What follows belongs to an exercise in optimizing a design on an open flow for small area and a short achievable clock period; a production flow would make more cautious choices.
In this exercise RTL edits were held to simulation tests only and were not proved equivalent to the original.
Power and IR drop assume default switching activity.

Design zec, start of the top module:
module zec (
    input  wire        clk,
    input  wire        rst,
    input  wire        t_valid,
    input  wire [39:0] t_cmd,
    output wire        t_ready,
    output reg         t_rsp_valid,
    output wire [39:0] t_rsp,
    input  wire        h_valid,
    input  wire [39:0] h_cmd,
    output wire        h_ready,
    output reg         h_rsp_valid,
    output wire [39:0] h_rsp,
    output reg         hnote
);
Size in the first run: about 2200 cells after synthesis, ~390 flip-flops, about 170 I/O pins, roughly 0.023 sq mm of cells after synthesis.
export LEC_CHECK = 0
export CAP_MARGIN = 20
export CORE_MARGIN = 2
export CORE_UTILIZATION = 60
export SLEW_MARGIN = 20
create_clock -name core_clock -period 13.0 [get_ports {clk}]
standard.sh (not shown) runs the stock make flow with config.mk's settings and CLKGATE_MAP_FILE= SYNTH_SCRIPT=/design/flow/synth_recipe.tcl, a recipe that flattens the netlist after the stock synthesis.
==> flow/flow/run.sh <==
#!/bin/bash
# Layout flow: the standard flow (standard.sh) with three changes:
# - plain buf_1 cells as the port buffers instead of the delay cells that
#   buffer_ports picks by default;
# - timing repair aimed further below the constraint;
# - a clock tree from smaller buffers in larger sink clusters, without dummy
#   loads.
set -euo pipefail
bash standard.sh \
  "BUFFER_PORTS_ARGS=-buffer_cell sky130_fd_sc_hd__buf_1" \
  SETUP_SLACK_MARGIN=7.3 \
  "CTS_ARGS=-sink_clustering_enable -repair_clock_nets -dont_use_dummy_load -sink_clustering_size 18 -sink_clustering_max_diameter 50 -buf_list {sky130_fd_sc_hd__clkbuf_8}" \
  finish > standard_flow.log 2>&1
The first run finished with timing, DRC and antenna clean.
Edit:
==> flow/flow/run.sh (replaced) <==
#!/bin/bash
# Layout flow: the standard flow (standard.sh) with three changes:
# - plain buf_1 cells as the port buffers instead of the delay cells that
#   buffer_ports picks by default;
# - timing repair aimed further below the constraint;
# - a clock tree from smaller buffers, without dummy loads.
set -euo pipefail
bash standard.sh \
  "BUFFER_PORTS_ARGS=-buffer_cell sky130_fd_sc_hd__buf_1" \
  SETUP_SLACK_MARGIN=7 \
  "CTS_ARGS=-sink_clustering_enable -repair_clock_nets -dont_use_dummy_load -buf_list {sky130_fd_sc_hd__clkbuf_4 sky130_fd_sc_hd__clkbuf_8}" \
  finish > standard_flow.log 2>&1
- CORE_UTILIZATION: 60 -> 40
What happened: Combinational power falls by about 8%; sequential share of layout area falls by 0.65 points; cell count is higher by 9.9%; fmax falls by 3.6%; routed wire length rises by 2.1%.

========
Starting RTL as in the previous note.
==> flow/config.mk <==
export PLATFORM = sky130hd
export DESIGN_NAME = zec
export DESIGN_NICKNAME = zec
export VERILOG_FILES = /design/flow/design.v
export SDC_FILE = /design/flow/constraint.sdc
export NUM_CORES = 4
export LEC_CHECK = 0
export CAP_MARGIN = 20
export CORE_MARGIN = 2
export CORE_UTILIZATION = 68
export SLEW_MARGIN = 20
==> flow/constraint.sdc <==
create_clock -name core_clock -period 13.0 [get_ports {clk}]
set_input_delay 2.6000 -clock core_clock [delete_from_list [all_inputs] [get_ports {clk}]]
set_output_delay 2.6000 -clock core_clock [all_outputs]
set_load 0.01 [all_outputs]
==> flow/flow/run.sh <==
#!/bin/bash
# Layout flow: the standard flow (standard.sh) with three changes:
# - plain buf_1 cells as the port buffers instead of the delay cells that
#   buffer_ports picks by default;
# - timing repair aimed further below the constraint;
# - a clock tree from smaller buffers, without dummy loads.
set -euo pipefail
bash standard.sh \
  "BUFFER_PORTS_ARGS=-buffer_cell sky130_fd_sc_hd__buf_1" \
  SETUP_SLACK_MARGIN=7 \
  "CTS_ARGS=-sink_clustering_enable -repair_clock_nets -dont_use_dummy_load -buf_list {sky130_fd_sc_hd__clkbuf_4 sky130_fd_sc_hd__clkbuf_8}" \
  finish > standard_flow.log 2>&1
Edit:
==> flow/flow/run.sh (replaced) <==
#!/bin/bash
# Layout flow: the standard flow (standard.sh), with plain buf_1 cells as
# the port buffers instead of the delay cells buffer_ports picks by default.
set -euo pipefail
bash standard.sh "BUFFER_PORTS_ARGS=-buffer_cell sky130_fd_sc_hd__buf_1" finish > standard_flow.log 2>&1
- CORE_UTILIZATION: 68 -> 40
- SETUP_SLACK_MARGIN: default -> 5
Result:
- The new run completed without violations
- die area rose by well over a third
- hold slack loses 12 ps
- global-route usage fell by 16 points
- via count fell by a few percent
- count of clock-buffer cells in the layout fell by 8
- flip-flop and latch count does not change
Edit:
==> flow/flow/run.sh (replaced) <==
#!/bin/bash
# Layout flow: the standard flow (standard.sh) with three changes:
# - plain buf_1 cells as the port buffers instead of the delay cells that
#   buffer_ports picks by default;
# - timing repair aimed further below the constraint;
# - a clock tree from smaller buffers in larger sink clusters, without dummy
#   loads.
set -euo pipefail
bash standard.sh \
  "BUFFER_PORTS_ARGS=-buffer_cell sky130_fd_sc_hd__buf_1" \
  SETUP_SLACK_MARGIN=7 \
  "CTS_ARGS=-sink_clustering_enable -repair_clock_nets -dont_use_dummy_load -sink_clustering_size 18 -sink_clustering_max_diameter 50 -buf_list {sky130_fd_sc_hd__clkbuf_8}" \
  finish > standard_flow.log 2>&1
- CORE_UTILIZATION: 40 -> 60
- SETUP_SLACK_MARGIN: 5 -> default
What happened:
- The new run went through all stages and came out clean
- fmax increases by 14%
- wire length goes down by 4.2%
- non-clock buffer count went down by 4
- final cell count decreases by 9.6%
- area after synthesis stays the same
Edit:
==> flow/flow/run.sh (replaced) <==
#!/bin/bash
# Layout flow: the standard flow (standard.sh), with plain buf_1 cells as
# the port buffers instead of the delay cells buffer_ports picks by default,
# and timing repair aimed further below the constraint.
set -euo pipefail
bash standard.sh "BUFFER_PORTS_ARGS=-buffer_cell sky130_fd_sc_hd__buf_1" SETUP_SLACK_MARGIN=7 finish > standard_flow.log 2>&1
- CORE_UTILIZATION: 60 -> 40
Outcome:
- setup slack gains 43 ps
- core utilization decreases by 19 points
- power goes up by well over a third
- sequential share of layout area drops by 2.5 points
- first-iteration DRC count goes down by a quarter to a third
- final area went up by a few percent
Edit:
==> flow/flow/run.sh (replaced) <==
#!/bin/bash
# Layout flow: the standard flow (standard.sh) with three changes:
# - plain buf_1 cells as the port buffers instead of the delay cells that
#   buffer_ports picks by default;
# - timing repair aimed further below the constraint;
# - a clock tree from smaller buffers, without dummy loads.
set -euo pipefail
bash standard.sh \
  "BUFFER_PORTS_ARGS=-buffer_cell sky130_fd_sc_hd__buf_1" \
  SETUP_SLACK_MARGIN=7 \
  "CTS_ARGS=-sink_clustering_enable -repair_clock_nets -dont_use_dummy_load -buf_list {sky130_fd_sc_hd__clkbuf_4 sky130_fd_sc_hd__clkbuf_8}" \
  finish > standard_flow.log 2>&1
- CORE_UTILIZATION: 40 -> 60
The new run ran to the end with no violations.
Area after synthesis does not change.
Combinational power is about the same.
Via count came out higher by 0.79%.
Worst hold slack gets worse by 17 ps.
Sequential cell count is unchanged.
Clock-buffer cell count climbs by 8.
Core utilization went up by 20 points.
Final cell count falls by 9.0%.
Die area came out lower by 33%.
Global-route usage rises by 14 points.
Routed wire length decreases by 0.93%.

-- what the ideal ports hide --
Ports are ideal in the flow. The routed layouts listed here were re-timed in OpenROAD.
Step 1 (the two cells are an assumption about what drives the block):
set clk [get_ports {clk}]
set_driving_cell -lib_cell sky130_fd_sc_hd__clkbuf_16 $clk
set_driving_cell -lib_cell sky130_fd_sc_hd__buf_2 [delete_from_list [all_inputs] $clk]
Step 2 adds t to the input delays and takes it off the output delays; t is the mean of the earliest and latest rising clock arrival at the registers after step 1. Input paths then give back, and output paths get back, about the clock's delay inside the block.
Three values: ideal, step 1, step 2; two values: the first two.
run | shift t [ns] | setup WS [ns] | pins driven straight from the clock port
the first run of note 1 | 0.675 | 7.254 / 7.212 / 6.706 | 1
the second run of note 1 | 0.679 | 7.040 / 7.055 / 6.375 | 1
the first run of note 2 | 0.670 | 7.006 / 6.967 / 6.367 | 1
the second run of note 2 | 0.659 | 6.236 / 6.274 / 5.615 | 1
the third run of note 2 | 0.657 | 7.041 / 7.006 / 6.414 | 1
the fourth run of note 2 | 0.647 | 7.084 / 7.048 / 6.525 | 1
the fifth run of note 2 | 0.657 | 7.064 / 7.045 / 6.517 | 1
After both steps setup and hold are still met in every run listed. For the second run of note 1, which loses most, drivers alone change the setup slack by +0.015 ns; drivers and shift together by -0.665 ns.
